Context: an optimization exercise on an open-source flow, tuned for small area. The choices shown serve that exercise and are no tape-out recipe. RTL that was checked went through simulation tests only; none was proved equivalent to the original. The RTL of run 1 was laid out without a check of its function. No run shown here takes its clock network from TritonCTS; it comes from the design's own scripts or RTL. No driver is modelled on the clock port, so clock power and skew are understated where the tree is cut down; a real chip needs a root buffer or a tree. Power and IR drop assume default switching activity.

File: design/flow/flow/run.sh
#!/bin/bash
# ORFS layout (the standard.sh) with these changes:
#  - synthesis maps logic with an area-oriented ABC script (flow/abc_area.script);
#    everything else in the synthesis scripts is ORFS's own, so registers are unchanged
#  - port buffers use sky130_fd_sc_hd__buf_1
#  - one tie cell per constant instead of one per constant pin
#  - placement is not timing driven; synthesis buffers are removed before it
#  - the clock tree is one level of four buf_12, each driving the registers of
#    one quarter of the design (flow/manual_cts.tcl), in place of TritonCTS
# Each tool's output goes to the logs ORFS writes under orfs/logs, and make's
# output to synth_make.log and flow_make.log here.
set -euo pipefail
here=$(pwd)
rm -rf "$here/orfs_scripts"
cp -r "$FLOW_HOME/scripts" "$here/orfs_scripts"
cp "$here/flow/abc_area.script" "$here/orfs_scripts/abc_area.script"
sed -i "s|^log_cmd clock_tree_synthesis .*|source $here/flow/manual_cts.tcl|" "$here/orfs_scripts/cts.tcl"
grep -q "manual_cts.tcl" "$here/orfs_scripts/cts.tcl"
bash standard.sh synth "SCRIPTS_DIR=$here/orfs_scripts" > synth_make.log 2>&1
bash standard.sh finish \
  "SCRIPTS_DIR=$here/orfs_scripts" \
  "SKIP_REPAIR_TIE_FANOUT=1" \
  "GPL_TIMING_DRIVEN=0" \
  "PRE_GLOBAL_PLACE_TCL=$here/flow/pre_gpl.tcl" \
  "BUFFER_PORTS_ARGS=-buffer_cell sky130_fd_sc_hd__buf_1" \
  > flow_make.log 2>&1
File: design/flow/flow/abc_area.script
strash
&get -n
&deepsyn -J 100 -T 250
&put
&get -n
&dch -f
&nf -D 50000 -R 1000
&put
File: design/flow/flow/manual_cts.tcl
# Clock tree built by hand: the clock port drives NLEAF leaf buffers, each
# driving the clock pins of the registers nearest to it (clusters of equal size,
# split by x then y), placed at the cluster's centre.
set nleaf_x 2
set nleaf_y 2
set leaf_master sky130_fd_sc_hd__buf_12
set block [ord::get_db_block]
set db [ord::get_db]
set clknet [$block findNet clk]
set master [$db findMaster $leaf_master]
set sinks {}
foreach it [$clknet getITerms] {
  set inst [$it getInst]
  set bb [$inst getBBox]
  lappend sinks [list $it [expr {([$bb xMin] + [$bb xMax]) / 2}] [expr {([$bb yMin] + [$bb yMax]) / 2}]]
}
set n [llength $sinks]
set sx [lsort -integer -index 1 $sinks]
set per_col [expr {int(ceil(double($n) / $nleaf_x))}]
set k 0
for {set cx 0} {$cx < $nleaf_x} {incr cx} {
  set col [lrange $sx [expr {$cx * $per_col}] [expr {($cx + 1) * $per_col - 1}]]
  set col [lsort -integer -index 2 $col]
  set m [llength $col]
  set per_cell [expr {int(ceil(double($m) / $nleaf_y))}]
  for {set cy 0} {$cy < $nleaf_y} {incr cy} {
    set grp [lrange $col [expr {$cy * $per_cell}] [expr {($cy + 1) * $per_cell - 1}]]
    if {[llength $grp] == 0} { continue }
    set sumx 0; set sumy 0
    foreach s $grp { incr sumx [lindex $s 1]; incr sumy [lindex $s 2] }
    set x [expr {$sumx / [llength $grp]}]
    set y [expr {$sumy / [llength $grp]}]
    set buf [odb::dbInst_create $block $master "clkleaf_$k"]
    set net [odb::dbNet_create $block "clknet_leaf_$k"]
    $net setSigType CLOCK
    [$buf findITerm A] connect $clknet
    [$buf findITerm X] connect $net
    foreach s $grp {
      set it [lindex $s 0]
      $it disconnect
      $it connect $net
    }
    $buf setLocation $x $y
    $buf setPlacementStatus PLACED
    puts "clock leaf $k: [llength $grp] sinks at ($x, $y)"
    incr k
  }
}
set_propagated_clock [all_clocks]
File: design/flow/flow/pre_gpl.tcl
# Remove the buffers synthesis inserted (as timing-driven placement would) before
# port buffering, since placement here is not timing driven.
remove_buffers
File: design/flow/standard.sh
#!/bin/bash
# synth_recipe.tcl (not shown) runs the flow's synth.tcl, then flattens the netlist and writes it again
# the make line also repeats each setting of config.mk as NAME=value (left out here)
make -C /OpenROAD-flow-scripts/flow DESIGN_CONFIG=/design/flow/config.mk WORK_HOME=/design/flow/orfs CLKGATE_MAP_FILE= SYNTH_SCRIPT=/design/flow/synth_recipe.tcl "${@:-finish}"
File: design/flow/config.mk
export PLATFORM = sky130hd
export DESIGN_NAME = vtcore
export DESIGN_NICKNAME = vtcore
export VERILOG_FILES = /design/flow/design.v
export SDC_FILE = /design/flow/constraint.sdc
export NUM_CORES = 4
export LEC_CHECK = 0
export ABC_AREA = 1
export CAP_MARGIN = 20
export CORE_MARGIN = 2
export CORE_UTILIZATION = 40
export PLACE_DENSITY = 0.6
export SLEW_MARGIN = 20
File: design/flow/constraint.sdc
create_clock -name core_clock -period 5.0 [get_ports {clk}]
set_input_delay 1.0000 -clock core_clock [delete_from_list [all_inputs] [get_ports {clk}]]
set_output_delay 1.0000 -clock core_clock [all_outputs]
set_load 0.01 [all_outputs]
File: design/flow/design.v
module vtcore_decode (
    input  wire [31:0] cmd,
    input  wire [2:0]  st,
    output wire [2:0]  fault
);
    wire [3:0] op = cmd[31:28];
    wire [4:0] w  = cmd[20:16];
    wire [15:0] v = cmd[15:0];
    wire o0 = (op == 4'h0), o1 = (op == 4'h1), o4 = (op == 4'h4), o5 = (op == 4'h5);
    wire o7 = (op == 4'h7), o9 = (op == 4'h9), oA = (op == 4'hA), oC = (op == 4'hC);
    wire oE = (op == 4'hE), oF = (op == 4'hF);
    wire n0 = |cmd[27:24], n1 = |cmd[23:22], n2 = cmd[21], n3 = |cmd[20:16],
         n4 = |cmd[15:8],  n5 = |cmd[7:3],   n6 = |cmd[2:1], n7 = cmd[0];
    wire k2 = ~(oC | oF);
    wire k3 = k2 & ~o9;
    wire k4 = k3 & ~o7;
    wire k5 = k4 & ~o5;
    wire k6 = k5 & ~o1;
    wire k7 = k6 & ~(o4 | oA | oE);
    wire rbad = n0 | (n1 & ~oF) | (n2 & k2) | (n3 & k3) | (n4 & k4) | (n5 & k5) | (n6 & k6) | (n7 & k7);
    wire [15:0] s;
    assign s[15] = v[15];
    genvar g;
    generate for (g = 0; g < 15; g = g + 1) begin : g_s
        assign s[g] = v[g] | s[g+1];
    end endgenerate
    wire wbad = w[4] ? (w[3:0] != 4'd0) : ((w[3:0] == 4'd0) | s[w[3:0]]);
    wire legal = ~o0 & ~rbad & ~(o9 & wbad);
    wire fam_i = st[2];
    wire fam_w = ~st[2] & st[0];
    wire i2c_op = ~op[3] & (op[2] | op[1]);           
    wire spi_op = op[3] & ~(op[2] & op[1]);           
    wire fam_ok = ~((i2c_op & ~fam_i) | (spi_op & ~fam_w) | (oF & ~(fam_i | fam_w)));
    reg seq_ok;
    always @(*) begin
        case (op)
            4'h3:             seq_ok = st[2] & st[1] & ~st[0];
            4'h4, 4'h5, 4'h6: seq_ok = st[2] & st[1] & st[0];
            4'h9, 4'hA:       seq_ok = ~st[2] & st[1];
            4'hE:             seq_ok = (st == 3'b000);
            default:          seq_ok = ~st[1];
        endcase
    end
    wire prog_bad = oF & (fam_i ? n4 : n1);
    assign fault[0] = ~legal | ~fam_ok | (seq_ok & prog_bad);
    assign fault[1] = legal & (~fam_ok | ~seq_ok);
    assign fault[2] = 1'b0;
endmodule
module vtcore (
    input  wire        clk,
    input  wire        rst,           
    input  wire        cmd_valid,
    input  wire [31:0] cmd_data,
    output wire        cmd_ready,
    input  wire [15:0] io_base,
    output wire        port_wr,
    output wire [15:0] port_addr,
    output wire [31:0] port_wdata,
    input  wire        port_fail,
    output wire [15:0] pc,
    output wire [2:0]  fault_code,
    output wire [15:0] fault_pc,
    output wire [31:0] fault_cmd
);
    localparam [2:0] ST_IDLE = 3'd0, ST_F_PORT = 3'd4,
                     ST_CHECK = 3'd5, ST_WRITE = 3'd6, ST_HOLD = 3'd7;
    localparam SG_LINES = 3'd0, SG_INIT = 3'd1, SG_START = 3'd2, SG_IBIT = 3'd3,
               SG_STOP  = 3'd4, SG_SEL  = 3'd5, SG_SBIT  = 3'd6, SG_DESEL = 3'd7;
    localparam [7:0] HC_END  = 8'b11011100;
    localparam [7:0] L_INIT  = 8'b00001110;  
    localparam [7:0] L_FRAME = 8'b01100011;  
    localparam [7:0] L_IBIT  = 8'b01011111;  
    localparam [7:0] L_PRE   = 8'b00100110;  
    localparam [7:0] L_SBIT  = 8'b10110110;  
    localparam [7:0] L_SHORT = 8'b11001101;  
    localparam [7:0] L_LONG  = 8'b01001101;  
    reg [2:0]  state;
    reg [2:0]  fs;
    reg [15:0] pc_r;
    reg [31:0] cmd_r;
    reg [2:0]  seg;
    reg [4:0]  m;        
    wire [1:0] ph    = cmd_r[25:24];   
    wire       ack   = cmd_r[26];      
    wire [1:0] frame = cmd_r[27:26];   
    reg [7:0]  hc;
    wire halted = !state[2] ? (state[1:0] != 2'd0) : (state[1:0] == 2'd0);
    wire [3:0] op = cmd_r[31:28];
    wire is_prog = (op == 4'hF);
    assign cmd_ready  = (state == ST_IDLE);
    assign pc         = pc_r;
    assign fault_code = (state[2] && state[1:0] != 2'd0) ? 3'd0 : state;
    assign fault_pc   = pc_r;
    assign fault_cmd  = cmd_r;
    assign port_addr  = {io_base[15:5] + 11'd1, io_base[4:0]};
    assign port_wr    = (state == ST_WRITE);
    wire [2:0] dec_fault;
    vtcore_decode u_decode (.cmd(cmd_r), .st(fs), .fault(dec_fault));
    wire [31:0] vec = {8'hA0, cmd_r[23:0]};
    wire        vbit = vec[m];
    wire        wen_frame = (op != 4'hC) && (op != 4'h9) && !(is_prog && frame == 2'd1);
    wire        sbit = vbit && !(wen_frame && !(m[4] && m[3] && m[1]));
    wire        long_pause = (op == 4'hA) ? cmd_r[0] : ((op == 4'hC) || (is_prog && frame == 2'd1));
    reg        w_cs, w_clk, w_do;
    reg [7:0]  w_load;
    always @(*) begin
        case (seg)
            SG_LINES: begin w_cs = cmd_r[2]; w_clk = cmd_r[1]; w_do = cmd_r[0]; w_load = L_FRAME; end
            SG_INIT:  begin w_cs = 1'b1; w_clk = ph[0]; w_do = ph[0]; w_load = L_INIT; end
            SG_START: begin w_cs = 1'b1; w_clk = ~ph[0]; w_do = 1'b0; w_load = L_FRAME; end
            SG_IBIT:  begin w_cs = 1'b0; w_clk = ph[0]; w_do = vbit && !ack; w_load = L_IBIT; end
            SG_STOP:  begin w_cs = 1'b1; w_clk = ph[0] | ph[1]; w_do = ph[1]; w_load = L_FRAME; end
            SG_SEL:   begin w_cs = ph[0]; w_clk = 1'b0; w_do = 1'b0; w_load = ph[0] ? L_SBIT : L_PRE; end
            SG_SBIT:  begin w_cs = 1'b1; w_clk = ph[0]; w_do = sbit; w_load = L_SBIT; end
            default:  begin w_cs = 1'b0; w_clk = 1'b0; w_do = 1'b0; w_load = long_pause ? L_LONG : L_SHORT; end
        endcase
    end
    assign port_wdata = {1'b1, 6'd0, w_cs, 6'd0, w_clk, 11'd0, w_do, 5'd0};
    wire hc_end    = (hc == HC_END);
    wire long_seg  = (seg == SG_INIT) || (seg == SG_DESEL);
    wire hold_done = hc_end && (!long_seg || m == 5'd0);
    reg       last_ph;
    reg       nx_done;
    reg [2:0] nx_seg;
    always @(*) begin
        nx_done = 1'b0;
        nx_seg  = seg;
        case (seg)
            SG_INIT:  begin last_ph = ph[0]; if (op == 4'h2) nx_done = 1'b1; else nx_seg = SG_START; end
            SG_START: begin last_ph = ph[0]; if (op == 4'h3) nx_done = 1'b1; else nx_seg = SG_IBIT; end
            SG_IBIT:  begin
                          last_ph = ph[1];
                          if (op == 4'h4) nx_done = 1'b1;
                          else if (ack && m[4:3] == 2'd0) begin
                              if (op == 4'h5) nx_done = 1'b1; else nx_seg = SG_STOP;
                          end
                      end
            SG_STOP:  begin last_ph = ph[1]; nx_done = 1'b1; end
            SG_SEL:   begin last_ph = ph[0]; if (op == 4'h8) nx_done = 1'b1; else nx_seg = SG_SBIT; end
            SG_SBIT:  begin
                          last_ph = ph[1];
                          if (m == 5'd0) begin
                              if (op == 4'h9) nx_done = 1'b1; else nx_seg = SG_DESEL;
                          end
                      end
            SG_DESEL: begin last_ph = 1'b1; if (is_prog && frame != 2'd2) nx_seg = SG_SEL; else nx_done = 1'b1; end
            default:  begin last_ph = 1'b1; nx_done = 1'b1; end
        endcase
    end
    reg [2:0] done_fs;
    always @(*) begin
        case (op)
            4'h2:    done_fs = 3'b110;
            4'h3:    done_fs = 3'b111;
            4'h6:    done_fs = 3'b100;
            4'h8:    done_fs = 3'b011;
            4'hA:    done_fs = 3'b001;
            4'hE:    done_fs = {~cmd_r[0], 1'b0, cmd_r[0]};
            default: done_fs = fs;
        endcase
    end
    wire fam_done = (state == ST_CHECK) && (op == 4'hE) && (cmd_r[27:1] == 27'd0) && (fs == 3'b000);
    always @(posedge clk)
        hc <= (state == ST_WRITE) ? w_load : {hc[6:0], ~(hc[7] ^ hc[4])};
    always @(posedge clk) begin
        if (rst) begin
            state        <= ST_IDLE;
            pc_r         <= 16'd0;
            fs           <= 3'b000;
        end else begin
            case (state)
                ST_IDLE: begin
                    cmd_r <= cmd_data;
                    if (cmd_valid) state <= ST_CHECK;
                end
                ST_CHECK: begin
                    m     <= 5'd31;
                    if (dec_fault != 3'd0) begin
                        state        <= dec_fault;
                    end else if (op == 4'hE) begin
                        state <= ST_IDLE;
                    end else begin
                        state <= ST_WRITE;
                    end
                    if (fam_done) begin
                        pc_r <= pc_r + 16'd1;
                        fs   <= done_fs;
                    end
                    case (op)
                        4'h1: seg <= SG_LINES;
                        4'h2, 4'h7: seg <= SG_INIT;
                        4'h3: seg <= SG_START;
                        4'h4: begin seg <= SG_IBIT; m <= 5'd0; end
                        4'h5: begin seg <= SG_IBIT; m <= 5'd7; end
                        4'h6: seg <= SG_STOP;
                        4'h9: begin seg <= SG_SBIT; m <= {1'b0, cmd_r[19:16] - 4'd1}; end
                        4'hA: seg <= SG_DESEL;
                        4'hF: seg <= fs[2] ? SG_INIT : SG_SEL;
                        default: seg <= SG_SEL;
                    endcase
                end
                ST_WRITE: begin
                    if (port_fail) begin
                        cmd_r[27:24]  <= 4'd0;
                        state         <= ST_F_PORT;
                    end else if (seg == SG_LINES) begin
                        pc_r  <= pc_r + 16'd1;
                        fs    <= done_fs;
                        state <= ST_IDLE;
                    end else begin
                        state <= ST_HOLD;
                    end
                    if (seg == SG_INIT) m <= 5'd13;
                    else if (seg == SG_DESEL) m <= long_pause ? 5'd23 : 5'd1;
                end
                ST_HOLD: begin
                    if (hc_end && long_seg) m <= m - 5'd1;
                    if (hold_done) begin
                        if (last_ph && nx_done) begin
                            pc_r  <= pc_r + 16'd1;
                            fs    <= done_fs;
                            state <= ST_IDLE;
                        end else begin
                            state <= ST_WRITE;
                        end
                        cmd_r[25:24] <= last_ph ? 2'd0 : ph + 2'd1;
                        if (last_ph) begin
                            seg <= nx_seg;
                            if (seg == SG_IBIT) begin
                                if (ack) begin
                                    cmd_r[26] <= 1'b0;
                                    m   <= {m[4] & m[3] & is_prog, m[4] & m[3] & ~is_prog, 3'b111};
                                end else if (m[2:0] == 3'd0) begin
                                    cmd_r[26] <= 1'b1;
                                end else begin
                                    m <= m - 5'd1;
                                end
                            end
                            if (seg == SG_SBIT)
                                m <= (m == 5'd29) ? 5'd21 : m - 5'd1;
                            if (seg == SG_DESEL)
                                cmd_r[27:26] <= frame + 2'd1;
                        end
                    end
                end
                default: ;  
            endcase
        end
    end
endmodule
==> out/results.tsv, run 1 <==
stage	metric	value	unit
outcome	status	no timing/DRC/antenna violations	
global_routing	pin count of the biggest net entering global routing	29	
critical_path	required time of the critical path	4.99	ns
route	post-route ant nets	0	
route	routed vias	4189	
synth	Post-synth EDFFs	40	
synth	register bit total from synthesis	70	
timing	Final setup viols	0	
timing	clk_skew	0.006939	ns
synth	Top FF cell, synth	edfxtp_1	
placed_design	RePlAce Congestion	0.9237	
route	DR WL met3	1019	um
synth	synthesized cell area	0.004441	mm^2
route	met2 wire length	5524	um
critical_path	Startpoint Class	flop	
placed_design	Place WS	0.2950	ns
route	vias per cell	5.661	
route	Initial DRC Count	324	
timing	hold slack	0.4607	ns
cts	worst skew pair latency	0.12	ns
global_routing	overflow left after global routing	0	
layout	Finished Layout Cells	740	
global_routing	total global-route track usage	19.31	%
cts	cts hold-fix bufs	0	
placed_design	placed insts	732	
route	DR pass1 iterations	4	
route	M1 wire length	5222	um
global_routing	first-pass GRT wire length	18810	um
power_and_ir_drop	PnR Total Power	1678	uW
critical_path	crit path DAT	4.51	ns
die	Core Region	0.01084	mm^2
layout	share of layout cells above drive strength 1	2.667	%
die	io pins	169	
route	DRC Markers	0	
timing	fin worst setup slack	0.4776	ns
critical_path	Worst Setup Path Type	flop to flop	
route	DR WL/cell	16.34	um
timing	period utilization	90.45	%
critical_path	CP Max Fanout	10	
synth	warnings from Yosys	2	
synth	Area contributors post-synth	edfxtp_1, dfxtp_1, buf_4	
die	total die area	0.01196	mm^2
worst_hold_path	Hold WC Path Type	flop to flop	
timing	Rel. slew slack	51.90	%
layout	post-route core utilization	44.56	%
power_and_ir_drop	internal power	1069	uW
power_and_ir_drop	P_leak	0.001635	uW
die	Die W	109.4	um
placed_design	DPL Wire Length	9231	um
timing	unrepaired setup endpoints after global routing	false	
power_and_ir_drop	VDD IR-drop max	299.4	uV
power_and_ir_drop	Logic pwr share	29.9	%
layout	post-layout net count	664	
synth	mean post-synth cell area	8.589	um^2
critical_path	CP endpoint kind	flop	
synth	area share of the largest cell type after synthesis	27.05	%
layout	filler cell count	1113	
synth	Syn Nets	579	
synth	Netlist cell types	51	
timing	top achievable clock speed	221.1	MHz
timing	final-report max-slew violation count	0	
timing	fin crit period	4.522	ns
global_routing	initial antenna violation count	0	
layout	most frequent cells in the layout	buf_1, nor2_1, nand2_1, a21oi_1, edfxtp_1	
power_and_ir_drop	PwrDens	347.4	mW/mm^2
layout	synthesis-to-finish area growth	8.791	%
placed_design	I/O Buffers	129	
die	Site Rows	38	
timing	final hold violations	0	
cts	Reg clk slew, reported paths	0.08	ns
route	final WL	12090	um
synth	leading area contributor after synthesis	edfxtp_1	
timing	Worst Tran Pin Value	0.7149	ns
layout	ant diodes	0	
die	die height	109.4	um
power_and_ir_drop	sw frac	36.29	%
global_routing	vias in the first global route	3761	
die	starting density of the core	40.96	%
power_and_ir_drop	Flop pwr share	54.1	%
synth	Synth Instances	517	
layout	commonest non-fill, non-tap cell in the layout	buf_1	
synth	Post-synth ARST share	0	%
route	highest metal used	met4	
power_and_ir_drop	Sw Pwr	608.9	uW
job	max cap viols	0	
power_and_ir_drop	Clock Power Share	16.0	%
synth	register area share after synthesis	40.57	%
-- cells by family (layout without fill, tap and decap cells) --
logic type,Yosys count,in the layout,share of synthesized area (%)
simple gates,230,230,25.47
compound gates,115,115,16.34
buf+inv,76,159,11.16
flops,70,70,40.57
fa+ha+maj,10,10,2.818
xor+xnor,9,9,1.775
mux,5,5,1.691
other cells,2,2,0.1691
-- final cells by class --
type / instances / area (um^2) / area share (%)
Multi-Input combinational cell: 371 / 2168 / 44.88
Sequential cell: 70 / 1802 / 37.30
Timing Repair Buffer: 135 / 530.5 / 10.98
Tap cell: 140 / 175.2 / 3.626
Buffer: 4 / 80.08 / 1.658
Inverter: 20 / 75.07 / 1.554
-- stage by stage --
stage / area [um^2] / setup TNS [ns]
floorplan: 4447 / 0
global placement: 4686 / -0.5960
detailed placement: 4718 / 0
CTS: 4798 / 0
global route: 4831 / 0
finish: 4831 / 0
-- final timing paths --
kind | cells after the start | slack, ns | from | endpoint
worst max register to register | 20 | 0.48 | m[0] | pc_r[15]
worst max-delay path | 20 | 0.48 | m[0] | pc_r[15]
worst min register to register | 2 | 0.46 | hc[4] | hc[5]
worst min-delay path | 2 | 0.46 | hc[4] | hc[5]
-- power groups by stage --
| stage | registers (uW) | logic [uW] | clock network, uW |
|---|---|---|---|
| after floorplan | 888 | 339 | 0 |
| after global placement | 918 | 475 | 0 |
| after detailed placement | 918 | 496 | 0 |
| after CTS | 906 | 499 | 279 |
| after global routing | 927 | 563 | 298 |
| final | 908 | 502 | 269 |
-- state kept, by name, summed over array words and instances (netlist names) --
name	cells
fs	3
state	3
seg	3
m	5
cmd_r	32
pc_r	16
hc	8
-- layer usage --
| metal | vias to the layer above | track usage (%) |
|---|---|---|
| met2 | 175 | 31.44 |
| met5 | - | 0 |
| met3 | 28 | 1.956 |
| li1 | 2040 | - |
| met4 | 0 | 4.430 |
| met1 | 1946 | 27.74 |
-- synth_stat cells (2+ instances only) --
cell type / n
conb_1: 2
mux4_2: 2
o21ai_0: 20
nand2b_1: 6
o211ai_1: 4
and4_1: 4
nor3_1: 30
nand2_1: 52
a311oi_1: 2
a22o_1: 3
o22a_1: 2
mux2i_1: 3
a211oi_1: 3
or3_1: 3
nor2b_1: 6
o311ai_0: 2
buf_4: 56
nor2_1: 61
and2_0: 3
a31oi_1: 11
o22ai_1: 4
o31ai_1: 7
nor3b_1: 4
a21oi_1: 42
or4_1: 5
xor2_1: 3
nor4_1: 8
and3_1: 21
dfxtp_1: 30
a32oi_1: 2
clkinv_1: 20
xnor2_1: 6
nand3b_1: 3
o32a_1: 2
ha_1: 10
nand3_1: 14
nand4_1: 7
edfxtp_1: 40
a22oi_1: 2
-- worst max-delay path, stage by stage (launching register included) --
cell	delay, ns
edfxtp_1	0.57
clkinv_1	0.23
ha_1	0.17
nor2b_1	0.33
nand2_1	0.13
nand2_1	0.08
nand2_1	0.05
nand2_1	0.15
nand3_1	0.11
nor3_1	0.32
o21ai_0	0.22
nor2_2	0.27
and2_0	0.24
and4_1	0.26
and3_1	0.21
and3_1	0.21
and3_1	0.21
and3_1	0.21
and3_1	0.21
and3_1	0.16
nor3_1	0.04
-- repair_timing --
item                                    in CTS  in global routing
resized for setup                            0                  2
endpoints found under the setup margin       0                  2
setup buffers                                0                  4
==> inputs of run 2 (changes only) <==
--- a/design/flow/design.v
+++ b/design/flow/design.v
@@ -214,7 +214,7 @@
                     else if (seg == SG_DESEL) m <= long_pause ? 5'd23 : 5'd1;
                 end
                 ST_HOLD: begin
-                    if (hc_end && long_seg) m <= m - 5'd1;
+                    if (hc_end && long_seg && m != 5'd0) m <= m - 5'd1;
                     if (hold_done) begin
                         if (last_ph && nx_done) begin
                             pc_r  <= pc_r + 16'd1;
@@ -240,6 +240,8 @@
                                 m <= (m == 5'd29) ? 5'd21 : m - 5'd1;
                             if (seg == SG_DESEL)
                                 cmd_r[27:26] <= frame + 2'd1;
+                            if (seg == SG_START || seg == SG_SEL)
+                                m <= 5'd31;
                         end
                     end
                 end
==> run 2 against run 1 <==
  * Clock skew increased by 0.0037 ns
  * Cell count is 1.8% higher
  * Cell area fell by 0.57%
  * Clock power rose by 2%
  * Sequential share of layout area is 0.21 points higher
  * Total power decreased by 22%
  * Synthesized area grew 0.14%
  * Setup slack worse by 0.078 ns
  * Via count up 2.3%
  * Largest power group unchanged
==> out/results.tsv, run 2 <==
stage	metric	value	unit	change
outcome	status	no timing/DRC/antenna violations		
critical_path	crit path DAT	4.62	ns	+0.11 ns
synth	register bit total from synthesis	70		unchanged
critical_path	R2R depth	17		-15%
placed_design	placed insts	749		+2.3%
layout	filler cell count	1129		+1.4%
power_and_ir_drop	P_leak	0.001614	uW	-1.3%
route	post-route ant nets	0		unchanged
synth	register area share after synthesis	40.52	%	-0.057 points
cts	worst skew pair latency	0.12	ns	about the same
timing	unrepaired setup endpoints after global routing	false		
synth	Syn Nets	594		+2.6%
cts	Reg clk slew, reported paths	0.08	ns	about the same
job	max cap viols	0		unchanged
synth	mean post-synth cell area	8.359	um^2	-2.7%
timing	Worst Tran Pin Value	1.059	ns	+0.3438 ns
critical_path	R2R setup slack	0.40	ns	-0.08 ns
global_routing	pin count of the biggest net entering global routing	29		unchanged
die	Site Rows	38		unchanged
global_routing	vias in the first global route	3806		+1.2%
worst_hold_path	Hold WC Path Type	flop to flop		
synth	most instantiated cells after synthesis	nor2_1, buf_4, a21oi_1		
die	Die W	109.4	um	about the same
layout	ant diodes	0		unchanged
timing	hold slack	0.4506	ns	-0.01015 ns
timing	fin crit period	4.600	ns	+0.07787 ns
die	total die area	0.01198	mm^2	+0.14%
critical_path	Worst Setup Path Type	flop to flop		
layout	Final Instance Area	0.004803	mm^2	-0.57%
cts	cts hold-fix bufs	0		unchanged
synth	Synth Instances	532		+2.9%
timing	top achievable clock speed	217.4	MHz	-1.7%
timing	Final setup viols	0		unchanged
critical_path	CP Max Fanout	15		+5
layout	top flop regs	cmd_r x32, pc_r x16, hc x8		
route	DRC Markers	0		unchanged
die	Core Region	0.01084	mm^2	unchanged
synth	Top FF cell, synth	edfxtp_1		
route	DR pass1 iterations	5		+1
placed_design	DPL Wire Length	9534	um	+3.3%
synth	Post-synth ARST share	0	%	unchanged
critical_path	Critical path origin	seg[1]		
layout	post-layout net count	677		+2.0%
synth	Area contributors post-synth	edfxtp_1, dfxtp_1, buf_4		
layout	synthesis-to-finish area growth	8.019	%	
critical_path	reg2reg end	pc_r[15]		
timing	clk_skew	0.01068	ns	+0.003743 ns
die	io pins	169		unchanged
placed_design	area of placed instances	0.004712	mm^2	-0.13%
timing	final-report max-slew violation count	0		unchanged
synth	Post-synth EDFFs	40		unchanged
layout	commonest non-fill, non-tap cell in the layout	buf_1		
placed_design	RePlAce Congestion	0.9096		-1.5%
critical_path	required time of the critical path	5.02	ns	+0.03 ns
global_routing	total global-route track usage	19.93	%	+0.61 points
layout	Most flops, register	cmd_r		
timing	final hold violations	0		unchanged
global_routing	overflow left after global routing	0		unchanged
layout	share of layout cells above drive strength 1	1.631	%	-1.0 points
synth	Netlist cell types	46		-9.8%
die	starting density of the core	41.02	%	+0.058 points
critical_path	RR Startpoint	seg[1]		
timing	period utilization	92.01	%	+1.6 points
timing	Rel. slew slack	29.42	%	-22 points
critical_path	CP endpoint kind	flop		
layout	max reg flops	32		unchanged
worst_hold_path	Hold EP	hc[2]		
layout	Finished Layout Cells	753		+1.8%
worst_hold_path	cell depth of the worst hold path	2		unchanged
route	final WL	12590	um	+4.1%
power_and_ir_drop	VDD IR-drop max	220.9	uV	-26%
route	Initial DRC Count	427		+32%
synth	synthesized cell area	0.004447	mm^2	+0.14%
route	DR WL/cell	16.72	um	+2.3%
global_routing	initial antenna violation count	0		unchanged
placed_design	I/O Buffers	129		unchanged
synth	dominant cell by count in the synthesized netlist	nor2_1		
global_routing	first-pass GRT wire length	19330	um	+2.8%
power_and_ir_drop	PwrDens	273.6	mW/mm^2	-21%
synth	leading area contributor after synthesis	edfxtp_1		
die	die height	109.4	um	about the same
worst_hold_path	hold wc startpoint	hc[1]		
synth	warnings from Yosys	2		unchanged
critical_path	Startpoint Class	flop		
layout	most frequent cells in the layout	buf_1, nor2_1, a21oi_1, nand2_1, edfxtp_1		
synth	area share of the largest cell type after synthesis	27.01	%	-0.038 points
route	vias per cell	5.692		+0.55%
route	routed vias	4286		+2.3%
[run 2: cell count changes in the layout (fill, tap and decap cells not counted), moves of 6 or more]
cell | previous run | this run
a21oi_1 | 42 | 53
buf_4 | 6 | 0
o21ai_0 | 19 | 31
nor2_1 | 60 | 66
[run 2: layout make-up]
| cell class | count | area, um^2 | area share (%) |
|---|---|---|---|
| timing repair buffer | 133 | 504.2 | 10.50 |
| tap | 140 | 175.2 | 3.647 |
| multi-input combinational | 382 | 2152 | 44.80 |
| buffer | 4 | 80.08 | 1.667 |
| inverter | 24 | 90.09 | 1.875 |
| sequential | 70 | 1802 | 37.51 |
[run 2: cells by family after synthesis]
group	after synthesis	share of synthesized area (%)
simple gates	219	23.47
compound gates	139	19.13
buf+inv	80	11.48
flops	70	40.52
fa+ha+maj	10	2.814
xor+xnor	10	1.970
other cells	2	0.1689
mux	2	0.4502
[run 2: power breakdown]
part	leakage [uW]	internal [uW]	total, uW	switching, uW
Combinational	0.000960	100	269	169
Sequential	0.000616	688	771	82.8
Clock	0.0000376	130	274	144
Total	0.00161	918	1310	396
[run 2: per-stage QoR]
| step | total power [uW] | setup slack (ns) | util [%] | setup TNS, ns |
|---|---|---|---|---|
| after floorplan | 955.7 | 0.3273 | - | 0 |
| after global placement | 1040 | -1.708 | 43.22 | -36.97 |
| after detailed placement | 1048 | -0.09627 | 43.47 | -0.09627 |
| after CTS | 1316 | 0.1770 | 44.21 | 0 |
| after global routing | 1381 | 0.0005378 | 44.31 | 0 |
| final | 1314 | 0.3997 | 44.31 | 0 |
[run 2: per-layer routing]
layer	global-route usage, %	up-vias	routed length (um)
met5	0	-	0
met4	3.797	0	299
met3	2.075	33	959
met2	32.80	196	5738
met1	28.51	1991	5592
li1	-	2066	-
[run 2: worst max-delay path, stage by stage, from the launching register on]
cell      delay (ns)
edfxtp_1        0.64
nand2_1         0.32
or2_0           0.32
a21oi_1         0.12
nor3_1          0.36
nor2_1          0.15
nor3_1          0.36
a21boi_4        0.36
and4_1          0.26
and2_0          0.18
and3_1          0.21
and3_1          0.18
and2_0          0.20
and4_1          0.26
and3_1          0.18
and2_0          0.16
a21oi_1         0.08
o21a_1          0.15
[run 2: timing repair]
action                     CTS  global route
buffers inserted             0             0
hold endpoints to repair     0             0
setup endpoints to repair    1             1
resized for setup            1             2
[run 2: worst max-delay path by stage]
stage | endpoint | cells after the start
floorplan | cmd_r[26] | 3
global placement | cmd_r[26] | 4
finish | pc_r[15] | 17
CTS | pc_r[15] | 17
detailed placement | pc_r[15] | 17
global route | pc_r[15] | 17
==> inputs of run 3 (changes only) <==
--- a/design/flow/config.mk
+++ b/design/flow/config.mk
@@ -6,8 +6,8 @@
 export NUM_CORES = 4
 export LEC_CHECK = 0
 export ABC_AREA = 1
-export CAP_MARGIN = 20
+export CAP_MARGIN = 0
 export CORE_MARGIN = 2
 export CORE_UTILIZATION = 40
 export PLACE_DENSITY = 0.6
-export SLEW_MARGIN = 20
+export SLEW_MARGIN = 0
==> run 3 against run 2 <==
  * Synthesized area is the same
  * Critical path depth is the same
  * Clock power shrank 2%
  * Sequential cell count is the same
  * Via count grew 0.21%
  * Synthesized cell count is the same
  * Highest routed layer unchanged
==> out/results.tsv, run 3 <==
stage	metric	value	unit	change
global_routing	pin count of the biggest net entering global routing	29		unchanged
critical_path	Worst Path Buf+Inv	0		unchanged
route	vias per cell	5.674		-0.32%
die	starting density of the core	41.02	%	unchanged
synth	Post-synth ARST share	0	%	unchanged
route	DR WL/cell	16.44	um	-1.7%
timing	clk_skew	0.01204	ns	+0.001355 ns
layout	max reg flops	32		unchanged
global_routing	Most Crowded Layer GR	met2		
global_routing	M3 GR Usage	2.253	%	+0.18 points
synth	warnings from Yosys	2		unchanged
synth	Post-synth EDFFs	40		unchanged
global_routing	met2 usage	32.94	%	+0.13 points
critical_path	CP Max Fanout	14		-1
route	DR pass1 iterations	6		+1
critical_path	required time of the critical path	5.02	ns	about the same
route	post-route ant nets	0		unchanged
layout	most frequent cells in the layout	buf_1, nor2_1, a21oi_1, nand2_1, edfxtp_1		
synth	Top FF cell, synth	edfxtp_1		
die	die height	109.4	um	unchanged
placed_design	RePlAce Congestion	0.9096		unchanged
route	DRC Markers	0		unchanged
synth	most instantiated cells after synthesis	nor2_1, buf_4, a21oi_1		
synth	Synth Instances	532		unchanged
synth	Netlist cell types	46		unchanged
global_routing	vias in the first global route	3811		+0.13%
global_routing	initial antenna violation count	0		unchanged
timing	final-report max-slew violation count	0		unchanged
global_routing	first-pass GRT wire length	19260	um	-0.39%
timing	Rel. slew slack	30.34	%	+0.92 points
worst_hold_path	Hold WC Path Type	flop to flop		
critical_path	Worst Setup Path Type	flop to flop		
timing	unrepaired setup endpoints after global routing	false		
critical_path	Startpoint Class	flop		
placed_design	DPL Wire Length	9539	um	about the same
layout	ant diodes	0		unchanged
layout	filler cell count	1142		+1.2%
layout	top flop regs	cmd_r x32, pc_r x16, hc x8		
layout	commonest non-fill, non-tap cell in the layout	buf_1		
critical_path	R2R depth	17		unchanged
critical_path	CP endpoint kind	flop		
global_routing	overflow left after global routing	0		unchanged
timing	top achievable clock speed	217.9	MHz	+0.24%
worst_hold_path	Hold EP	hc[2]		
critical_path	worst path cell trace	nand2_1 > or2_0 > a21oi_1 > nor3_1 > nor2_1 > nor3_1 > a21boi_4 > and4_1 > and2_0 > and3_1 > and3_1 > and2_0 > and4_1 > and3_1 > and2_0 > a21oi_1 > o21a_1		
timing	fin crit period	4.589	ns	-0.01095 ns
critical_path	RR Startpoint	seg[0]		
job	max cap viols	0		unchanged
die	io pins	169		unchanged
critical_path	R2R setup slack	0.41	ns	about the same
die	total die area	0.01198	mm^2	unchanged
critical_path	crit-path leading delay family	simple AND/OR/NAND/NOR gates		
die	Core Region	0.01084	mm^2	unchanged
synth	Area contributors post-synth	edfxtp_1, dfxtp_1, buf_4		
synth	leading area contributor after synthesis	edfxtp_1		
synth	mean post-synth cell area	8.359	um^2	unchanged
layout	post-layout net count	681		+0.59%
worst_hold_path	cell depth of the worst hold path	2		unchanged
critical_path	crit path DAT	4.61	ns	about the same
cts	Reg clk slew, reported paths	0.08	ns	about the same
layout	synthesis-to-finish area growth	8.920	%	
die	Site Rows	38		unchanged
timing	period utilization	91.79	%	-0.22 points
power_and_ir_drop	VDD IR-drop max	230.7	uV	+4.4%
critical_path	reg2reg end	pc_r[15]		
placed_design	area of placed instances	0.004715	mm^2	about the same
cts	worst skew pair latency	0.12	ns	about the same
synth	dominant cell by count in the synthesized netlist	nor2_1		
synth	register area share after synthesis	40.52	%	unchanged
timing	Final setup viols	0		unchanged
timing	Worst Tran Pin Value	1.045	ns	-0.01377 ns
layout	Final Instance Area	0.004843	mm^2	+0.83%
synth	register bit total from synthesis	70		unchanged
cts	cts hold-fix bufs	0		unchanged
synth	synthesized cell area	0.004447	mm^2	unchanged
route	routed vias	4295		+0.21%
global_routing	total global-route track usage	19.83	%	-0.093 points
critical_path	CP max-delay cell	edfxtp_1		
placed_design	I/O Buffers	129		unchanged
layout	Most flops, register	cmd_r		
power_and_ir_drop	P_leak	0.001635	uW	+1.3%
power_and_ir_drop	PwrDens	271.0	mW/mm^2	-0.94%
worst_hold_path	hold wc startpoint	hc[1]		
power_and_ir_drop	PnR Total Power	1313	uW	-0.11%
critical_path	slowest stage delay, CP	0.62	ns	-0.02 ns
die	Die W	109.4	um	unchanged
timing	final hold violations	0		unchanged
outcome	status	no timing/DRC/antenna violations		
synth	area share of the largest cell type after synthesis	27.01	%	unchanged
synth	Syn Nets	594		unchanged
layout	share of layout cells above drive strength 1	2.269	%	+0.64 points
global_routing	met1 GRT Util	27.92	%	-0.60 points
route	final WL	12440	um	-1.2%
route	Initial DRC Count	412		-3.5%
-- run 3: how the worst max path moves through the flow --
stage	startpoint	to	depth (start not counted)
4_1_cts	seg[1]	pc_r[15]	17
3_5_place_dp	seg[1]	pc_r[15]	17
3_3_place_gp	rst	cmd_r[26]	4
6_report	seg[0]	pc_r[15]	17
2_1_floorplan	rst	cmd_r[26]	3
5_1_grt	seg[0]	pc_r[15]	17
-- run 3: area by class of cell --
| type | count | area [um^2] | area share (%) |
|---|---|---|---|
| Buffer | 4 | 80.08 | 1.653 |
| Inverter | 24 | 90.09 | 1.860 |
| Multi-Input combinational cell | 382 | 2152 | 44.43 |
| Sequential cell | 70 | 1802 | 37.20 |
| Tap cell | 140 | 175.2 | 3.617 |
| Timing Repair Buffer | 137 | 544.3 | 11.24 |
-- run 3: logic make-up after synthesis --
group	Yosys count	synth area share [%]
and+or+nand+nor	219	23.47
AOI/OAI and AO/OA	139	19.13
buffers and inverters	80	11.48
DFF	70	40.52
adders and majority gates	10	2.814
xor gates and xnor gates	10	1.970
other	2	0.1689
muxes	2	0.4502
-- run 3: where the power goes --
group / switching [uW] / leakage (uW) / internal, uW / total [uW]
clock network: 140 / 0.0000376 / 130 / 269
logic: 170 / 0.000981 / 103 / 273
registers: 82.3 / 0.000616 / 688 / 770
-- run 3: through the flow --
stage | std cells | setup TNS [ns] | hold WS [ns] | worst slack, ns | utilization [%]
2_1_floorplan | 532 | 0 | 0.4177 | 0.3273 | -
3_3_place_gp | 745 | -36.97 | 0.4429 | -1.708 | 43.22
3_5_place_dp | 748 | -0.06214 | 0.4455 | -0.06214 | 43.49
4_1_cts | 752 | 0 | 0.4545 | 0.1872 | 44.23
5_1_grt | 757 | 0 | 0.4640 | 0.0009317 | 44.68
6_report | 757 | 0 | 0.4507 | 0.4107 | 44.68
-- run 3: what timing repair did --
item / CTS / global route
setup endpoints to repair: 1 / 2
resized for setup: 1 / 2
setup buffers: 0 / 5
-- run 3: worst register-to-register path, stage by stage (launching register included) --
cell	delay, ns
edfxtp_1	0.62
nand2_1	0.32
or2_0	0.32
a21oi_1	0.12
nor3_1	0.38
nor2_1	0.16
nor3_1	0.34
a21boi_4	0.36
and4_1	0.26
and2_0	0.18
and3_1	0.21
and3_1	0.18
and2_0	0.20
and4_1	0.26
and3_1	0.19
and2_0	0.16
a21oi_1	0.08
o21a_1	0.15
-- run 3: routing by layer --
metal	vias to the layer above	share of wire, %	routed length (um)
met5	-	0	0
met4	0	2.1	260
met3	24	8.8	1090
met2	216	46	5764
met1	1991	43	5327
li1	2064	-	-
==> inputs of run 4 (changes only) <==
--- a/design/flow/flow/run.sh
+++ b/design/flow/flow/run.sh
@@ -5,7 +5,7 @@
 #  - port buffers use sky130_fd_sc_hd__buf_1
 #  - one tie cell per constant instead of one per constant pin
 #  - placement is not timing driven; synthesis buffers are removed before it
-#  - the clock tree is one level of four buf_12, each driving the registers of
+#  - the clock tree is one level of four buf_8, each driving the registers of
 #    one quarter of the design (flow/manual_cts.tcl), in place of TritonCTS
 # Each tool's output goes to the logs ORFS writes under orfs/logs, and make's
 # output to synth_make.log and flow_make.log here.
--- a/design/flow/flow/manual_cts.tcl
+++ b/design/flow/flow/manual_cts.tcl
@@ -3,7 +3,7 @@
 # split by x then y), placed at the cluster's centre.
 set nleaf_x 2
 set nleaf_y 2
-set leaf_master sky130_fd_sc_hd__buf_12
+set leaf_master sky130_fd_sc_hd__buf_8
 set block [ord::get_db_block]
 set db [ord::get_db]
 set clknet [$block findNet clk]
==> design/flow/config.mk (replaced) <==
export PLATFORM = sky130hd
export DESIGN_NAME = vtcore
export DESIGN_NICKNAME = vtcore
export VERILOG_FILES = /design/flow/design.v
export SDC_FILE = /design/flow/constraint.sdc
export NUM_CORES = 4
export LEC_CHECK = 0
export ABC_AREA = 1
export CAP_MARGIN = 20
export CORE_MARGIN = 2
export CORE_UTILIZATION = 50
export PLACE_DENSITY = 0.7
export SLEW_MARGIN = 20
==> run 4 against run 3 <==
  * Wire length decreased by 2.3%
  * Clock power decreased by 13%
  * Synthesized area unchanged
  * Critical path depth unchanged
  * Clock skew increased by 0.011 ns
  * First-iteration DRC count decreased by 32%
  * Setup slack got worse by 0.052 ns
  * Critical endpoint unchanged
  * Combinational power decreased by 2%
==> out/results.tsv, run 4 <==
stage	metric	value	unit	change
outcome	status	no timing/DRC/antenna violations		
die	Site Rows	34		-11%
synth	adder-cell area share of the yosys netlist	2.814	%	unchanged
die	Die W	98.31	um	-10%
critical_path	crit-path leading delay family	simple AND/OR/NAND/NOR gates		
global_routing	total global-route track usage	24.02	%	+4.2 points
layout	synthesis-to-finish area growth	6.584	%	
layout	post-route core utilization	54.61	%	+9.9 points
critical_path	CP endpoint kind	flop		
synth	Post-synth EDFFs	40		unchanged
synth	mean post-synth cell area	8.359	um^2	unchanged
timing	period utilization	92.83	%	+1.0 points
synth	Compound-Gate Fraction of Synth Area	19.13	%	unchanged
die	Core Region	0.008678	mm^2	-20%
synth	register area share after synthesis	40.52	%	unchanged
cts	Post-CTS Resized	0		-1
timing	Final setup viols	0		unchanged
layout	multi-input logic area	0.002145	mm^2	-0.35%
layout	max reg flops	32		unchanged
timing	top achievable clock speed	215.5	MHz	-1.1%
layout	commonest non-fill, non-tap cell in the layout	buf_1		
layout	most frequent cells in the layout	buf_1, nor2_1, a21oi_1, nand2_1, edfxtp_1		
cts	worst skew pair latency	0.14	ns	+0.02 ns
layout	filler cell count	878		-23%
power_and_ir_drop	P_leak	0.001609	uW	-1.6%
route	DR WL/cell	16.86	um	+2.6%
synth	Synth Area in XOR/XNOR	1.970	%	unchanged
global_routing	initial antenna violation count	0		unchanged
timing	Rel. slew slack	38.05	%	+7.7 points
critical_path	CP Max Fanout	15		+1
layout	share of layout cells above drive strength 1	1.794	%	-0.47 points
critical_path	crit path DAT	4.67	ns	+0.06 ns
timing	final-report max-slew violation count	0		unchanged
synth	synthesized cell area	0.004447	mm^2	unchanged
layout	FF+latch area	0.001802	mm^2	unchanged
synth	Top FF cell, synth	edfxtp_1		
synth	register bit total from synthesis	70		unchanged
cts	Reg clk slew, reported paths	0.11	ns	+0.03 ns
route	final WL	12160	um	-2.3%
power_and_ir_drop	VDD IR-drop max	240.1	uV	+4.1%
timing	clk_skew	0.02287	ns	+0.01083 ns
timing	unrepaired setup endpoints after global routing	false		
route	DR pass1 iterations	5		-1
job	max cap viols	0		unchanged
placed_design	I/O Buffers	129		unchanged
route	vias per cell	5.964		+5.1%
synth	simple-gate share of the synthesized area	23.47	%	unchanged
critical_path	slowest stage delay, CP	0.64	ns	+0.02 ns
cts	cts hold-fix bufs	0		unchanged
synth	mux cell area share after synthesis	0.4502	%	unchanged
critical_path	required time of the critical path	5.03	ns	about the same
layout	ant diodes	0		unchanged
route	post-route ant nets	0		unchanged
die	total die area	0.009664	mm^2	-19%
synth	most instantiated cells after synthesis	nor2_1, buf_4, a21oi_1		
critical_path	Startpoint Class	flop		
die	starting density of the core	51.24	%	+10 points
critical_path	CP max-delay cell	edfxtp_1		
synth	Syn Nets	594		unchanged
synth	dominant cell by count in the synthesized netlist	nor2_1		
critical_path	worst path cell trace	nand2_1 > or2_0 > a21oi_1 > nor3_1 > nor2_1 > nor3_1 > a21boi_2 > and4_1 > and2_0 > and3_1 > and3_1 > and2_0 > and4_1 > and3_1 > and2_0 > a21oi_1 > o21a_1		
synth	Post-synth ARST share	0	%	unchanged
global_routing	pin count of the biggest net entering global routing	29		unchanged
global_routing	vias in the first global route	3962		+4.0%
timing	fin crit period	4.641	ns	+0.05205 ns
critical_path	Worst Setup Path Type	flop to flop		
synth	Synth Instances	532		unchanged
power_and_ir_drop	PwrDens	268.3	mW/mm^2	-1.0%
timing	final hold violations	0		unchanged
route	Initial DRC Count	282		-32%
die	die height	98.31	um	-10%
synth	Netlist cell types	46		unchanged
global_routing	overflow left after global routing	0		unchanged
timing	Worst Tran Pin Value	0.9214	ns	-0.1236 ns
synth	warnings from Yosys	2		unchanged
timing	final setup TNS	0	ns	unchanged
global_routing	first-pass GRT wire length	19500	um	+1.3%
synth	leading area contributor after synthesis	edfxtp_1		
synth	Area contributors post-synth	edfxtp_1, dfxtp_1, buf_4		
worst_hold_path	Hold WC Path Type	flop to flop		
placed_design	DPL Wire Length	9349	um	-2.0%
synth	largest family of logic cells by synthesized area	simple AND/OR/NAND/NOR gates		
layout	top flop regs	cmd_r x32, pc_r x16, hc x8		
route	DRC Markers	0		unchanged
die	io pins	169		unchanged
synth	area share of the largest cell type after synthesis	27.01	%	unchanged
critical_path	Worst Path Buf+Inv	0		unchanged
timing	fin worst setup slack	0.3586	ns	-0.05205 ns
placed_design	Place WS	0.03210	ns	+0.09423 ns
layout	Most flops, register	cmd_r		
cts	postcts setup bufs	0		unchanged
route	routed vias	4300		+0.12%
placed_design	RePlAce Congestion	0.9973		+9.6%
layout	post-layout net count	677		-0.59%
run 4: area by class of cell:
cell class                 instances  area share, %
tap                              108          2.851
multi-input combinational        382          45.25
buffer                             4          1.267
sequential                        70          38.01
timing repair buffer             133          10.72
inverter                          24          1.901
run 4: routing by layer:
| layer | global-route usage [%] | part of all wire, % | up-vias |
|---|---|---|---|
| met4 | 5.269 | 2.4 | 0 |
| li1 | - | - | 2056 |
| met1 | 34.36 | 42 | 1989 |
| met2 | 40.24 | 47 | 234 |
| met3 | 1.646 | 8.5 | 21 |
| met5 | 0 | 0 | - |
run 4: per-stage QoR:
stage	hold slack (ns)	std cells	instance area (um^2)	power, uW
floorplan	0.4177	532	4447	955.7
global placement	0.4338	713	4646	1037
detailed placement	0.4445	717	4674	1047
CTS	0.4610	721	4735	1276
global route	0.4880	721	4740	1335
finish	0.4603	721	4740	1272
run 4: worst paths after layout:
path / from / endpoint / slack, ns / cells after the start
worst max-delay path: seg[1] / pc_r[15] / 0.36 / 17
worst min-delay path: hc[4] / hc[5] / 0.46 / 2
worst max register to register: seg[1] / pc_r[15] / 0.36 / 17
worst min register to register: hc[4] / hc[5] / 0.46 / 2
run 4: cells by family (layout without fill, tap and decap cells):
| family | Yosys count | count (layout) |
|---|---|---|
| other | 2 | 2 |
| and+or+nand+nor | 219 | 219 |
| muxes | 2 | 2 |
| adders and majority gates | 10 | 10 |
| xor gates and xnor gates | 10 | 10 |
| DFF | 70 | 70 |
| buffers and inverters | 80 | 161 |
| AOI/OAI and AO/OA | 139 | 139 |
run 4: tightest hold or removal path, stage by stage (launching register included):
cell and delay (ns):
dfxtp_1 0.33, nand2_1 0.05, nand2_1 0.04
run 4: where the power goes:
part | switching [uW] | leakage (uW) | internal (uW)
Sequential | 83.1 | 0.000616 | 687
Clock | 141 | 0.0000297 | 91.8
Combinational | 167 | 0.000962 | 101
==> inputs of run 5 (changes only) <==
--- a/design/flow/config.mk
+++ b/design/flow/config.mk
@@ -8,6 +8,6 @@
 export ABC_AREA = 1
 export CAP_MARGIN = 20
 export CORE_MARGIN = 2
-export CORE_UTILIZATION = 50
-export PLACE_DENSITY = 0.7
+export CORE_UTILIZATION = 40
+export PLACE_DENSITY = 0.6
 export SLEW_MARGIN = 20
==> run 5 against run 4 <==
  * Clock power increased by 2%
  * Critical path depth unchanged
  * Cell area increased by 0.92%
  * Total power increased by 0.46%
  * Clock skew decreased by 0.0074 ns
  * Cell count increased by 4.4%
  * Still clean
  * Die area increased by 24%
  * Register-to-register slack improved by 0.03 ns
  * Setup slack improved by 0.035 ns
  * Sequential share of layout area decreased by 0.35 points
==> out/results.tsv, run 5 <==
stage	metric	value	unit	change
timing	top achievable clock speed	217.1	MHz	+0.75%
die	Site Rows	38		+12%
die	total die area	0.01198	mm^2	+24%
global_routing	vias in the first global route	3816		-3.7%
layout	top flop regs	cmd_r x32, pc_r x16, hc x8		
route	routed vias	4269		-0.72%
power_and_ir_drop	PnR Total Power	1277	uW	+0.46%
timing	period utilization	92.14	%	-0.69 points
synth	register bit total from synthesis	70		unchanged
global_routing	overflow left after global routing	0		unchanged
worst_hold_path	Hold WC Path Type	flop to flop		
layout	filler cell count	1135		+29%
critical_path	R2R setup slack	0.39	ns	+0.03 ns
job	max cap viols	0		unchanged
layout	max reg flops	32		unchanged
worst_hold_path	hold wc startpoint	hc[1]		
power_and_ir_drop	PwrDens	267.1	mW/mm^2	-0.45%
global_routing	initial antenna violation count	0		unchanged
placed_design	DPL Wire Length	9534	um	+2.0%
placed_design	RePlAce Congestion	0.9096		-8.8%
layout	share of layout cells above drive strength 1	1.631	%	-0.16 points
global_routing	total global-route track usage	19.95	%	-4.1 points
route	vias per cell	5.669		-4.9%
critical_path	required time of the critical path	5.04	ns	about the same
layout	commonest non-fill, non-tap cell in the layout	buf_1		
critical_path	CP Max Fanout	15		unchanged
timing	clk_skew	0.01547	ns	-0.007395 ns
layout	synthesis-to-finish area growth	7.569	%	
synth	Synth Instances	532		unchanged
route	post-route ant nets	0		unchanged
cts	Reg clk slew, reported paths	0.11	ns	about the same
critical_path	RR Startpoint	seg[1]		
route	DRC Markers	0		unchanged
die	starting density of the core	41.02	%	-10 points
route	final WL	12530	um	+3.0%
placed_design	Place WS	-0.09627	ns	-0.1284 ns
timing	Worst Tran Pin Value	1.052	ns	+0.1303 ns
synth	Syn Nets	594		unchanged
synth	Top FF cell, synth	edfxtp_1		
synth	area share of the largest cell type after synthesis	27.01	%	unchanged
power_and_ir_drop	P_leak	0.001607	uW	-0.13%
die	die height	109.4	um	+11%
layout	ant diodes	0		unchanged
synth	register area share after synthesis	40.52	%	unchanged
layout	post-layout net count	677		unchanged
synth	Area contributors post-synth	edfxtp_1, dfxtp_1, buf_4		
synth	Post-synth ARST share	0	%	unchanged
layout	post-route core utilization	44.13	%	-10 points
timing	final-report max-slew violation count	0		unchanged
cts	worst skew pair latency	0.14	ns	about the same
synth	warnings from Yosys	2		unchanged
die	io pins	169		unchanged
global_routing	pin count of the biggest net entering global routing	29		unchanged
die	Core Region	0.01084	mm^2	+25%
synth	synthesized cell area	0.004447	mm^2	unchanged
timing	final hold violations	0		unchanged
timing	Rel. slew slack	29.89	%	-8.2 points
global_routing	first-pass GRT wire length	19350	um	-0.74%
cts	cts hold-fix bufs	0		unchanged
timing	Final setup viols	0		unchanged
critical_path	crit path DAT	4.65	ns	-0.02 ns
route	Initial DRC Count	417		+48%
critical_path	Startpoint Class	flop		
synth	Netlist cell types	46		unchanged
placed_design	I/O Buffers	129		unchanged
timing	fin worst setup slack	0.3932	ns	+0.03456 ns
synth	dominant cell by count in the synthesized netlist	nor2_1		
layout	Final Instance Area	0.004783	mm^2	+0.92%
timing	fin crit period	4.607	ns	-0.03456 ns
critical_path	Critical path origin	seg[1]		
synth	leading area contributor after synthesis	edfxtp_1		
layout	Most flops, register	cmd_r		
route	DR WL/cell	16.63	um	-1.4%
synth	most instantiated cells after synthesis	nor2_1, buf_4, a21oi_1		
layout	most frequent cells in the layout	buf_1, nor2_1, a21oi_1, nand2_1, edfxtp_1		
placed_design	area of placed instances	0.004712	mm^2	+0.80%
outcome	status	no timing/DRC/antenna violations		
critical_path	slowest stage delay, CP	0.65	ns	about the same
synth	mean post-synth cell area	8.359	um^2	unchanged
route	DR pass1 iterations	6		+1
critical_path	CP endpoint kind	flop		
critical_path	worst path cell trace	nand2_1 > or2_0 > a21oi_1 > nor3_1 > nor2_1 > nor3_1 > a21boi_4 > and4_1 > and2_0 > and3_1 > and3_1 > and2_0 > and4_1 > and3_1 > and2_0 > a21oi_1 > o21a_1		
die	Die W	109.4	um	+11%
synth	Post-synth EDFFs	40		unchanged
critical_path	CP max-delay cell	edfxtp_1		
critical_path	Worst Setup Path Type	flop to flop		
power_and_ir_drop	VDD IR-drop max	190.9	uV	-20%
timing	final setup TNS	0	ns	unchanged
==> run 5: cell families after synthesis <==
group	count (synthesis)	share of synthesized area, %
other	2	0.1689
AND/OR/NAND/NOR	219	23.47
flip-flops	70	40.52
XOR/XNOR	10	1.970
multiplexers	2	0.4502
adder cells (fa/ha/maj)	10	2.814
AO/OA/AOI/OAI	139	19.13
buffers and inverters	80	11.48
==> run 5: through the flow <==
| step | instances | hold WS, ns |
|---|---|---|
| after floorplan | 532 | 0.4177 |
| after global placement | 745 | 0.4429 |
| after detailed placement | 749 | 0.4455 |
| after CTS | 753 | 0.4587 |
| after global routing | 753 | 0.4686 |
| final | 753 | 0.4549 |
==> run 5: per-layer routing <==
metal / part of all wire, % / GRT usage (%)
met4: 2.0 / 3.888
met3: 8.1 / 2.075
met2: 46 / 32.85
met5: 0 / 0
met1: 44 / 28.51
==> run 5: final cells by class <==
class / instances / area, um^2 / area share, %
Multi-Input combinational cell: 382 / 2152 / 44.99
Sequential cell: 70 / 1802 / 37.67
Timing Repair Buffer: 133 / 504.2 / 10.54
Tap cell: 140 / 175.2 / 3.662
Inverter: 24 / 90.09 / 1.883
Buffer: 4 / 60.06 / 1.256
==> run 5: worst max-delay path: cells and delay by family (launching register included) <==
family          cells  cell delay (ns)
flops               1             0.65
simple gates       13             3.14
compound gates      4             0.71
==> run 5: worst paths after layout <==
kind / cells past startpoint / to
max: 17 / pc_r[15]
min: 2 / hc[2]
max reg2reg: 17 / pc_r[15]
min reg2reg: 2 / hc[2]
==> run 5: timing repair <==
action / in CTS / in global routing
setup endpoints to repair: 1 / 2
resized for setup: 1 / 2
cloned: 0 / 0
setup buffers: 0 / 0
==> run 5: power by group <==
part / leakage [uW] / switching (uW) / internal [uW]
combinational: 0.000960 / 168 / 100
clock: 0.0000297 / 146 / 91.9
sequential: 0.000616 / 83.7 / 687
total: 0.00161 / 398 / 879
==> inputs of run 6 (changes only) <==
--- a/design/flow/flow/run.sh
+++ b/design/flow/flow/run.sh
@@ -4,7 +4,6 @@
 #    everything else in the synthesis scripts is ORFS's own, so registers are unchanged
 #  - port buffers use sky130_fd_sc_hd__buf_1
 #  - one tie cell per constant instead of one per constant pin
-#  - placement is not timing driven; synthesis buffers are removed before it
 #  - the clock tree is one level of four buf_8, each driving the registers of
 #    one quarter of the design (flow/manual_cts.tcl), in place of TritonCTS
 # Each tool's output goes to the logs ORFS writes under orfs/logs, and make's
@@ -20,7 +19,6 @@
 bash standard.sh finish \
   "SCRIPTS_DIR=$here/orfs_scripts" \
   "SKIP_REPAIR_TIE_FANOUT=1" \
-  "GPL_TIMING_DRIVEN=0" \
-  "PRE_GLOBAL_PLACE_TCL=$here/flow/pre_gpl.tcl" \
+  "GPL_TIMING_DRIVEN=1" \
   "BUFFER_PORTS_ARGS=-buffer_cell sky130_fd_sc_hd__buf_1" \
   > flow_make.log 2>&1
removed: design/flow/flow/pre_gpl.tcl
==> run 6 against run 5 <==
  * Still clean on timing, DRC and antenna
  * Via count is essentially flat
  * Cell area grew 0.29%
  * Combinational power grew 2%
  * Sequential power is essentially flat
  * Largest power group unchanged
==> out/results.tsv, run 6 <==
stage	metric	value	unit	change
critical_path	crit path DAT	4.51	ns	-0.14 ns
synth	dominant cell by count in the synthesized netlist	nor2_1		
timing	period utilization	89.50	%	-2.6 points
synth	largest family of logic cells by synthesized area	simple AND/OR/NAND/NOR gates		
die	die height	109.4	um	unchanged
synth	Synth Instances	532		unchanged
synth	simple-gate share of the synthesized area	23.47	%	unchanged
layout	filler cell count	1149		+1.2%
placed_design	placed insts	751		+0.27%
layout	share of layout cells above drive strength 1	1.789	%	+0.16 points
synth	Compound-Gate Fraction of Synth Area	19.13	%	unchanged
power_and_ir_drop	PwrDens	267.1	mW/mm^2	about the same
synth	area share of the largest cell type after synthesis	27.01	%	unchanged
synth	Post-synth ARST share	0	%	unchanged
route	DRC Markers	0		unchanged
synth	Netlist cell types	46		unchanged
critical_path	required time of the critical path	5.03	ns	about the same
synth	Top FF cell, synth	edfxtp_1		
cts	worst skew pair latency	0.14	ns	about the same
layout	commonest non-fill, non-tap cell in the layout	buf_1		
global_routing	vias in the first global route	3854		+1.0%
route	DR WL/cell	17.15	um	+3.1%
die	Core Region	0.01084	mm^2	unchanged
global_routing	initial antenna violation count	0		unchanged
route	DR pass1 iterations	5		-1
job	max cap viols	0		unchanged
timing	unrepaired setup endpoints after global routing	false		
timing	fin worst setup slack	0.5248	ns	+0.1317 ns
synth	register bit total from synthesis	70		unchanged
synth	mean post-synth cell area	8.359	um^2	unchanged
critical_path	CP endpoint kind	flop		
synth	Synth Area in XOR/XNOR	1.970	%	unchanged
layout	synthesis-to-finish area growth	7.878	%	
global_routing	overflow left after global routing	0		unchanged
timing	top achievable clock speed	223.5	MHz	+2.9%
synth	register area share after synthesis	40.52	%	unchanged
critical_path	Startpoint Class	flop		
layout	max reg flops	32		unchanged
timing	Rel. slew slack	26.35	%	-3.5 points
cts	cts hold-fix bufs	0		unchanged
timing	final setup TNS	0	ns	unchanged
die	io pins	169		unchanged
timing	final-report max-slew violation count	0		unchanged
power_and_ir_drop	P_leak	0.001616	uW	+0.60%
die	Die W	109.4	um	unchanged
synth	most instantiated cells after synthesis	nor2_1, buf_4, a21oi_1		
layout	most frequent cells in the layout	buf_1, nor2_1, a21oi_1, nand2_1, edfxtp_1		
synth	Syn Nets	594		unchanged
synth	synthesized cell area	0.004447	mm^2	unchanged
placed_design	I/O Buffers	129		unchanged
global_routing	pin count of the biggest net entering global routing	31		+6.9%
power_and_ir_drop	PnR Total Power	1281	uW	+0.28%
die	total die area	0.01198	mm^2	unchanged
critical_path	CP Max Fanout	15		unchanged
timing	clk_skew	0.01773	ns	+0.002254 ns
placed_design	DPL Wire Length	9876	um	+3.6%
global_routing	first-pass GRT wire length	19910	um	+2.9%
cts	Post-CTS Resized	0		-1
route	routed vias	4273		+0.094%
synth	adder-cell area share of the yosys netlist	2.814	%	unchanged
critical_path	Worst Setup Path Type	flop to flop		
cts	postcts setup bufs	0		unchanged
synth	Area contributors post-synth	edfxtp_1, dfxtp_1, buf_4		
layout	ant diodes	0		unchanged
synth	leading area contributor after synthesis	edfxtp_1		
layout	top flop regs	cmd_r x32, pc_r x16, hc x8		
route	Initial DRC Count	403		-3.4%
placed_design	RePlAce Congestion	0.9695		+6.6%
layout	Most flops, register	cmd_r		
route	vias per cell	5.660		-0.17%
route	final WL	12950	um	+3.4%
global_routing	total global-route track usage	20.66	%	+0.70 points
synth	mux cell area share after synthesis	0.4502	%	unchanged
die	starting density of the core	41.02	%	unchanged
power_and_ir_drop	VDD IR-drop max	237.7	uV	+25%
timing	Worst Tran Pin Value	1.105	ns	+0.05314 ns
timing	fin crit period	4.475	ns	-0.1317 ns
critical_path	R2R setup slack	0.52	ns	+0.13 ns
layout	post-layout net count	679		+0.30%
synth	Post-synth EDFFs	40		unchanged
layout	Finished Layout Cells	755		+0.27%
placed_design	Place WS	0.6245	ns	+0.7208 ns
route	post-route ant nets	0		unchanged
timing	final hold violations	0		unchanged
outcome	status	no timing/DRC/antenna violations		
worst_hold_path	Hold WC Path Type	flop to flop		
synth	warnings from Yosys	2		unchanged
die	Site Rows	38		unchanged
timing	Final setup viols	0		unchanged
cts	Reg clk slew, reported paths	0.11	ns	about the same
==> run 6: layout make-up <==
class                           instances  area, um^2  share of cell area [%]
Sequential cell                        70        1802                   37.56
Buffer                                  4       60.06                   1.252
Inverter                               24       90.09                   1.878
Timing Repair Buffer                  135       529.3                   11.03
Tap cell                              140       175.2                   3.652
Multi-Input combinational cell        382        2141                   44.63
==> run 6: report_power, final <==
part	internal (uW)	total, uW	switching [uW]
Combinational	100	274	174
Sequential	687	769	81.4
Clock	91.8	238	146
Total	879	1280	402
==> run 6: cells by family (layout without fill, tap and decap cells) <==
family,count (synthesis),count (layout)
other cells,2,2
fa+ha+maj,10,10
simple gates,219,219
flops,70,70
compound gates,139,139
mux,2,2
buf+inv,80,163
xor+xnor,10,10
==> run 6: metal layers <==
metal	share of wire, %	routed length [um]	GRT usage [%]	up-vias
met4	1.3	172	2.712	0
li1	-	-	-	2067
met5	0	0	0	-
met3	8.1	1053	2.490	20
met1	45	5841	29.71	1986
met2	45	5881	34.17	200
==> run 6: final timing paths <==
| kind | start | cells after the start | to |
|---|---|---|---|
| worst max-delay path | seg[1] | 18 | pc_r[15] |
| worst min-delay path | hc[1] | 2 | hc[2] |
| worst max register to register | seg[1] | 18 | pc_r[15] |
| worst min register to register | hc[1] | 2 | hc[2] |
==> run 6: through the flow <==
stage | hold slack (ns) | cell area, um^2 | utilization, %
after floorplan | 0.4177 | 4447 | -
after global placement | 0.4438 | 4737 | 43.70
after detailed placement | 0.4513 | 4737 | 43.70
after CTS | 0.4573 | 4797 | 44.25
after global routing | 0.4827 | 4797 | 44.25
final | 0.4458 | 4797 | 44.25
==> run 6: critical path, stage by stage (launching register included) <==
cell,delay (ns)
edfxtp_1,0.64
nand2_1,0.27
or2_0,0.29
a21oi_1,0.11
nor3_1,0.40
nor2_1,0.16
nor3_1,0.28
a21boi_0,0.22
buf_4,0.19
and4_1,0.22
and2_0,0.18
and3_1,0.20
and3_1,0.18
and2_0,0.21
and4_1,0.26
and3_1,0.18
and2_0,0.15
a21oi_1,0.07
o21a_1,0.15

==> what the ideal ports hide <==
The results above use ideal ports. As a check the final layouts listed here were re-extracted and re-timed, cells and wires unchanged.
Step 1: set_driving_cell puts a clkbuf_16 on clk and a buf_2 on each other input, an assumption about the parent block.
Step 2 times the ports against the registers' clock, not the clock port: input delays grow and output delays shrink by t, the midpoint of the rising clock arrivals with the driver on.
a / b / c = ideal ports / drivers / drivers and shift; a / b = the first two.
| run | t (ns) | slack for setup (ns) | worst hold slack (ns) | worst setup path after step 2 | latest minus earliest clock arrival (ns) |
|---|---|---|---|---|---|
| run 1 | 0.205 | 0.478 / 0.477 / 0.477 | 0.461 / 0.461 / 0.461 | register to register | 0.007 / 0.007 |
| run 2 | 0.202 | 0.400 / 0.400 / 0.400 | 0.451 / 0.451 / 0.451 | register to register | 0.011 / 0.012 |
| run 3 | 0.201 | 0.411 / 0.410 / 0.410 | 0.451 / 0.451 / 0.451 | register to register | 0.012 / 0.012 |
| run 4 | 0.210 | 0.359 / 0.359 / 0.359 | 0.460 / 0.460 / 0.460 | register to register | 0.023 / 0.023 |
| run 5 | 0.207 | 0.393 / 0.393 / 0.393 | 0.455 / 0.455 / 0.455 | register to register | 0.015 / 0.015 |
| run 6 | 0.211 | 0.525 / 0.525 / 0.525 | 0.446 / 0.446 / 0.446 | register to register | 0.017 / 0.017 |
After both steps every run listed still meets setup and hold.
